Context: an optimization exercise on an open-source flow, tuned for small area, a short achievable clock period and few clock cycles per item. The choices shown serve that exercise and are no tape-out recipe. Only simulation tests tie the RTL to the original design; equivalence was not proved. Power and IR drop assume default switching activity.

==> flow/design.v <==
module wk_hash_rom (
  input  wire [7:0] key,
  output wire [3:0] slot
);
  localparam [1023:0] TABLE =
      1024'h73b2b0cff8f67cd4c5923a73fe2bf64b94a09b3ee6efeaa1bc092b6f5fde62ee35ca23d30532ee80e7cc1b23f1b8174ca709484c71a2948ea7a890b79aff8da1af13a2428185736ed550288ca6b0fc5f9990a5436d7b9d8efd59b181cc5840e44cbd47c406d76751d36bdd652f25978c44e918369b22dd161d103073656a0150;
  assign slot = TABLE[{key, 2'b00} +: 4];
endmodule
module wk_dict (
  input  wire        clk,
  input  wire        init,      
  input  wire        upd,       
  input  wire [15:0] sel,       
  input  wire [31:0] word,
  output reg         eq_hi,
  output reg         eq_lo
);
  wire [7:0]  k  = word[17:10];
  wire [6:0]  kt = {k[7] ^ k[0], k[6], k[5] ^ k[0], k[4] ^ k[0], k[3] ^ k[0], k[2], k[1]};
  wire [30:0] wt = {word[31:18], kt, word[9:0]};
  wire [30:0] dwr   = init ? {14'd0, 7'd0, 10'd1} : wt;
  wire [30:0] dwr13 = {dwr[30:11], dwr[10] | init, dwr[9:0]};
  reg [30:0] dict [0:15];
  reg [30:0] entry;
  integer j;
  always @(*) begin
    entry = 31'd0;
    for (j = 0; j < 16; j = j + 1)
      entry = entry | (dict[j] & {31{sel[j]}});
  end
  integer n;
  always @(posedge clk) begin
    eq_hi <= (wt[30:10] == entry[30:10]);
    eq_lo <= (wt[9:0] == entry[9:0]);
    for (n = 0; n < 16; n = n + 1)
      if (init || (upd && sel[n]))
        dict[n] <= (n == 13) ? dwr13 : dwr;
  end
endmodule
module wkcore (
  input  wire        clk,
  input  wire        rst,
  input  wire        start,
  input  wire        ack,
  input  wire [31:0] page_words,
  input  wire [31:0] dst_cap_words,
  output wire        busy,
  output wire        done,
  output wire [1:0]  err,
  output wire [31:0] length,
  output wire [9:0]  pg_addr,
  output wire        pg_re,
  input  wire [31:0] pg_rdata,
  output reg  [10:0] dst_addr,
  output reg  [31:0] dst_wdata,
  output reg         dst_we
);
  reg        busy_r, done_r;
  reg [1:0]  err_r;
  reg [10:0] len_r;
  assign busy   = busy_r;
  assign done   = done_r;
  assign err    = err_r;
  assign length = {21'd0, len_r};
  reg pw_lo, pw_hi, cap_hi, cap_lo;
  always @(posedge clk) begin
    pw_lo  <= (page_words[15:0] == 16'd1024);
    pw_hi  <= (page_words[31:16] == 16'd0);
    cap_hi <= |dst_cap_words[31:11];
    cap_lo <= (dst_cap_words[10:0] >= 11'd1562);
  end
  wire pw_ok  = pw_lo & pw_hi;
  wire cap_ok = cap_hi | cap_lo;
  wire accept = start & ~busy_r;
  reg  c1;                        
  wire bad    = c1 & ~(pw_ok & cap_ok);
  reg        rd_on;
  reg [10:0] rd_cnt;
  assign pg_re   = rd_on;
  assign pg_addr = rd_cnt[9:0];
  reg        rdv, va, vb, vc;
  reg [31:0] w_a, w_b, w_c;
  reg [3:0]  s_b, s_c;
  reg [15:0] oh_b;
  reg        z_b, z_c, nzv_b;
  wire [3:0] s_a;
  wk_hash_rom u_rom (.key(w_a[17:10]), .slot(s_a));
  always @(posedge clk) begin
    w_a  <= pg_rdata;
    w_b  <= w_a;
    s_b  <= s_a;
    oh_b <= 16'd1 << s_a;
    z_b  <= (w_a == 32'd0);
    nzv_b <= va & (w_a != 32'd0);
    w_c  <= w_b;
    s_c  <= s_b;
    z_c  <= z_b;
  end
  reg  [10:0] ci;                 
  reg         fin;                
  wire        p2   = ci[10];
  wire        last = (ci[9:0] == 10'd1023);
  wire eq_hi, eq_lo;
  reg  dinit;
  always @(posedge clk)
    dinit <= accept | (vc & ~p2 & (ci[9:0] == 10'd1021));
  wk_dict u_dict (
    .clk   (clk),
    .init  (dinit),
    .upd   (nzv_b),
    .sel   (oh_b),
    .word  (w_b),
    .eq_hi (eq_hi),
    .eq_lo (eq_lo)
  );
  wire       nz   = vc & ~z_c;
  wire       qsym = nz & eq_hi;               
  wire       lsym = nz & eq_hi & ~eq_lo;      
  wire       miss = nz & ~eq_hi;              
  wire [1:0] tag  = {~z_c & (~eq_hi | eq_lo), ~z_c & eq_hi};
  reg [10:0] fptr;      
  reg [2:0]  q_mod;     
  reg [1:0]  l_mod;     
  reg [10:0] lptr;      
  reg [31:0] qacc;
  reg [19:0] lacc;
  reg [31:4] tacc;      
  reg [3:0]  t01;       
  reg [3:0]  tp01;      
  reg        qpend, tpend, h3w;
  wire       pass1 = vc & ~p2;
  wire       padq  = fin & (q_mod != 3'd0);
  wire       padl  = fin & (l_mod != 2'd0);
  wire       q_in  = (p2 & qsym) | padq;
  wire       l_in  = (p2 & lsym) | padl;
  wire [3:0] q_sym = fin ? 4'd0  : s_c;
  wire [9:0] l_sym = fin ? 10'd0 : w_c[9:0];
  reg        q7, l2;                            
  wire       lc    = l_in & l2;                 
  wire       qc    = q_in & q7;                 
  wire       tc    = vc & p2 & (ci[3:0] == 4'd15);
  wire       hdr1  = vc & p2 & (ci[9:0] == 10'd0);
  wire       hdr2  = vc & p2 & (ci[9:0] == 10'd1);
  wire [6:0] t_addr = {~|ci[9:4], ci[9:4]} + 7'd3;
  wire       idle_f = fin & ~padq & ~padl & ~qpend & ~tpend;
  wire wr_f  = pass1 & miss;
  wire wr_l  = ~pass1 & lc;
  wire wr_qp = ~pass1 & ~lc & qpend;
  wire wr_q  = ~pass1 & ~lc & ~qpend & qc;
  wire wr_t  = ~pass1 & ~lc & ~qpend & ~qc & tpend;
  wire wr_h1 = ~pass1 & ~lc & ~qpend & ~qc & ~tpend & hdr1;
  wire wr_h2 = ~pass1 & ~lc & ~qpend & ~qc & ~tpend & hdr2;
  wire wr_h3 = idle_f & ~h3w;
  wire finish = idle_f & h3w;
  always @(posedge clk) begin
    if (rst) begin
      busy_r <= 1'b0;
      done_r <= 1'b0;
      err_r  <= 2'd0;
      len_r  <= 11'd0;
      c1     <= 1'b0;
      rd_on  <= 1'b0;
      rd_cnt <= 11'd0;
      rdv    <= 1'b0;
      va     <= 1'b0;
      vb     <= 1'b0;
      vc     <= 1'b0;
      dst_we <= 1'b0;
      fin    <= 1'b0;
      qpend  <= 1'b0;
      tpend  <= 1'b0;
    end else begin
      c1 <= accept;
      if (accept) begin
        busy_r <= 1'b1;
        done_r <= 1'b0;
        err_r  <= 2'd0;
        len_r  <= 11'd0;
        rd_on  <= 1'b1;
      end else if (bad) begin
        busy_r <= 1'b0;
        done_r <= 1'b1;
        err_r  <= pw_ok ? 2'd2 : 2'd1;
        rd_on  <= 1'b0;
      end else if (finish) begin
        busy_r <= 1'b0;
        done_r <= 1'b1;
        len_r  <= lptr;
      end else if (done_r & ack) begin
        done_r <= 1'b0;
        err_r  <= 2'd0;
      end else if (rd_on & (rd_cnt == 11'd2047)) begin
        rd_on  <= 1'b0;
      end
      if (bad)
        rd_cnt <= 11'd0;
      else if (rd_on)
        rd_cnt <= rd_cnt + 11'd1;
      rdv <= rd_on & ~bad;
      va  <= rdv;
      vb  <= va;
      vc  <= vb;
      dst_we <= wr_f | wr_l | wr_qp | wr_q | wr_t | wr_h1 | wr_h2 | wr_h3;
      if (c1) begin
        fin   <= 1'b0;
        qpend <= 1'b0;
        tpend <= 1'b0;
      end else begin
        if (vc & p2 & last)
          fin <= 1'b1;
        else if (finish)
          fin <= 1'b0;
        if (wr_l & qc)
          qpend <= 1'b1;
        else if (wr_qp)
          qpend <= 1'b0;
        if (tc)
          tpend <= 1'b1;
        else if (wr_t)
          tpend <= 1'b0;
      end
    end
  end
  integer i;
  wire [2:0] q_mod_n = c1 ? 3'd0 :
                       pass1 ? (last ? 3'd0 : q_mod + {2'd0, qsym}) :
                       q_mod + {2'd0, q_in};
  wire [1:0] l_mod_n = (c1 | (~pass1 & l_in & l2)) ? 2'd0 :
                       l_mod + {1'b0, ~pass1 & l_in};
  always @(posedge clk) begin
    q_mod <= q_mod_n;
    l_mod <= l_mod_n;
    q7 <= (q_mod_n == 3'd7);
    l2 <= (l_mod_n == 2'd2);
  end
  always @(posedge clk) begin
    if (c1) begin
      ci    <= 11'd0;
      fptr  <= 11'd68;
      lptr  <= 11'd68;
      h3w   <= 1'b0;
    end else begin
      if (vc)
        ci <= ci + 11'd1;
      if (pass1) begin
        if (miss | (qsym & (q_mod == 3'd0)))
          lptr <= lptr + 11'd1;
      end else begin
        for (i = 0; i < 8; i = i + 1)
          if (q_in && q_mod == i[2:0])
            qacc[4*i +: 4] <= q_sym;
        if (l_in & ~l2) begin
          if (l_mod[0])
            lacc[19:10] <= l_sym;
          else
            lacc[9:0] <= l_sym;
        end
      end
      for (i = 0; i < 2; i = i + 1)
        if (vc && p2 && ci[3:0] == i[3:0])
          t01[2*i +: 2] <= tag;
      for (i = 2; i < 16; i = i + 1)
        if (vc && p2 && ci[3:0] == i[3:0])
          tacc[2*i +: 2] <= tag;
      if (tc)
        tp01 <= t01;
      if (wr_f | wr_qp | wr_q)
        fptr <= fptr + 11'd1;
      if (wr_l)
        lptr <= lptr + 11'd1;
      if (wr_h3)
        h3w <= 1'b1;
    end
    if (pass1) begin
      dst_addr  <= fptr;
      dst_wdata <= w_c;
    end else if (lc) begin
      dst_addr  <= lptr;
      dst_wdata <= {2'b00, l_sym, lacc[19:0]};
    end else if (qpend | qc) begin
      dst_addr  <= fptr;
      dst_wdata <= {qpend ? qacc[31:28] : q_sym, qacc[27:0]};
    end else if (tpend) begin
      dst_addr  <= {4'd0, t_addr};
      dst_wdata <= {tacc[31:4], tp01};
    end else begin
      dst_addr  <= hdr1 ? 11'd1 : hdr2 ? 11'd2 : 11'd3;
      dst_wdata <= {21'd0, hdr1 ? fptr : lptr};
    end
  end
endmodule
Settings: LEC_CHECK=0, CAP_MARGIN=20, CORE_MARGIN=2, CORE_UTILIZATION=65, SLEW_MARGIN=20; clock period 11.0 ns.
standard.sh (not shown) runs the stock make flow with config.mk's settings and CLKGATE_MAP_FILE= SYNTH_SCRIPT=/design/flow/synth_recipe.tcl, a recipe that flattens the netlist after the stock synthesis.
==> flow/flow/run.sh <==
#!/bin/bash
# Layout flow: the standard flow (standard.sh), with changes in how
# the layout is made:
#  - the port buffers are buf_2 cells instead of the cell buffer_ports picks;
#  - timing repair after CTS and global routing aims for more setup slack;
#  - clock tree synthesis uses clusters of up to 25 sinks and no dummy loads.
# The constraints (constraint.sdc, clock period) are used unchanged.
set -o pipefail
bash standard.sh \
  "BUFFER_PORTS_ARGS=-buffer_cell sky130_fd_sc_hd__buf_2" \
  SETUP_SLACK_MARGIN=7.8 \
  "CTS_ARGS=-sink_clustering_enable -repair_clock_nets -dont_use_dummy_load -sink_clustering_size 25 -sink_clustering_max_diameter 80" \
  finish > standard.log 2>&1
Testbench counts at the start, summed over its fixed seeds: cycles 65,908, items 32.
Change:
--- a/flow/design.v
+++ b/flow/design.v
@@ -14,28 +14,29 @@
   input  wire [31:0] word,
   output reg         eq_hi,
   output reg         eq_lo
 );
-  wire [7:0]  k  = word[17:10];
-  wire [6:0]  kt = {k[7] ^ k[0], k[6], k[5] ^ k[0], k[4] ^ k[0], k[3] ^ k[0], k[2], k[1]};
-  wire [30:0] wt = {word[31:18], kt, word[9:0]};
-  wire [30:0] dwr   = init ? {14'd0, 7'd0, 10'd1} : wt;
-  wire [30:0] dwr13 = {dwr[30:11], dwr[10] | init, dwr[9:0]};
-  reg [30:0] dict [0:15];
-  reg [30:0] entry;
+  reg [31:0] dict [0:15];
+  reg [15:0] valid;
+  reg [31:0] entry;
   integer j;
   always @(*) begin
-    entry = 31'd0;
+    entry = 32'd0;
     for (j = 0; j < 16; j = j + 1)
-      entry = entry | (dict[j] & {31{sel[j]}});
-  end
-  integer n;
-  always @(posedge clk) begin
-    eq_hi <= (wt[30:10] == entry[30:10]);
-    eq_lo <= (wt[9:0] == entry[9:0]);
-    for (n = 0; n < 16; n = n + 1)
-      if (init || (upd && sel[n]))
-        dict[n] <= (n == 13) ? dwr13 : dwr;
+      entry = entry | (dict[j] & {32{sel[j]}});
+  end
+  wire v = |(valid & sel);
+  integer k;
+  always @(posedge clk) begin
+    eq_hi <= v ? (word[31:10] == entry[31:10]) : (word[31:10] == 22'd0);
+    eq_lo <= v ? (word[9:0] == entry[9:0]) : (word[9:0] == 10'd1);
+    for (k = 0; k < 16; k = k + 1)
+      if (upd && sel[k])
+        dict[k] <= word;
+    if (init)
+      valid <= 16'd0;
+    else if (upd)
+      valid <= valid | sel;
   end
 endmodule
 module wkcore (
   input  wire        clk,
Final cell count rose by 6.0%.
Worst hold slack gets better by 0.033 ns.
Worst setup slack gets worse by 0.0032 ns.
Die area rose by 4.7%.
Global-route usage fell by 0.55 points.
Synthesized cell count rose by 5.7%.
Register-to-register slack gets worse by 0.03 ns.
Cell area rose by 4.6%.
Routed wire length rose by 2.9%.
Synthesized area rose by 4.7%.
Total power fell by 4.2%.
Testbench counts after the change, summed over its fixed seeds: cycles 65,908, items 32.

-- static timing again, ports no longer ideal --
Ports are ideal in the flow. The routed layouts listed here were re-timed in OpenROAD. Step 1, drivers: a clkbuf_16 drives clk and a buf_2 each remaining input, both assumed. Step 2 times the ports against the registers' clock, not the clock port: input delays grow and output delays shrink by t, the midpoint of the rising clock arrivals with the driver on. Three values: ideal, step 1, step 2; two values: the first two.
run	shift t [ns]	slack for setup (ns)	worst hold slack (ns)
the first run	0.629	7.739 / 7.680 / 7.628	0.297 / 0.297 / 0.297
the second run	0.639	7.736 / 7.675 / 7.591	0.329 / 0.329 / 0.329
After both steps setup and hold are still met in every run listed. The setup slack of the second run, which loses most, moves by -0.061 ns with the drivers and by -0.145 ns with both steps.
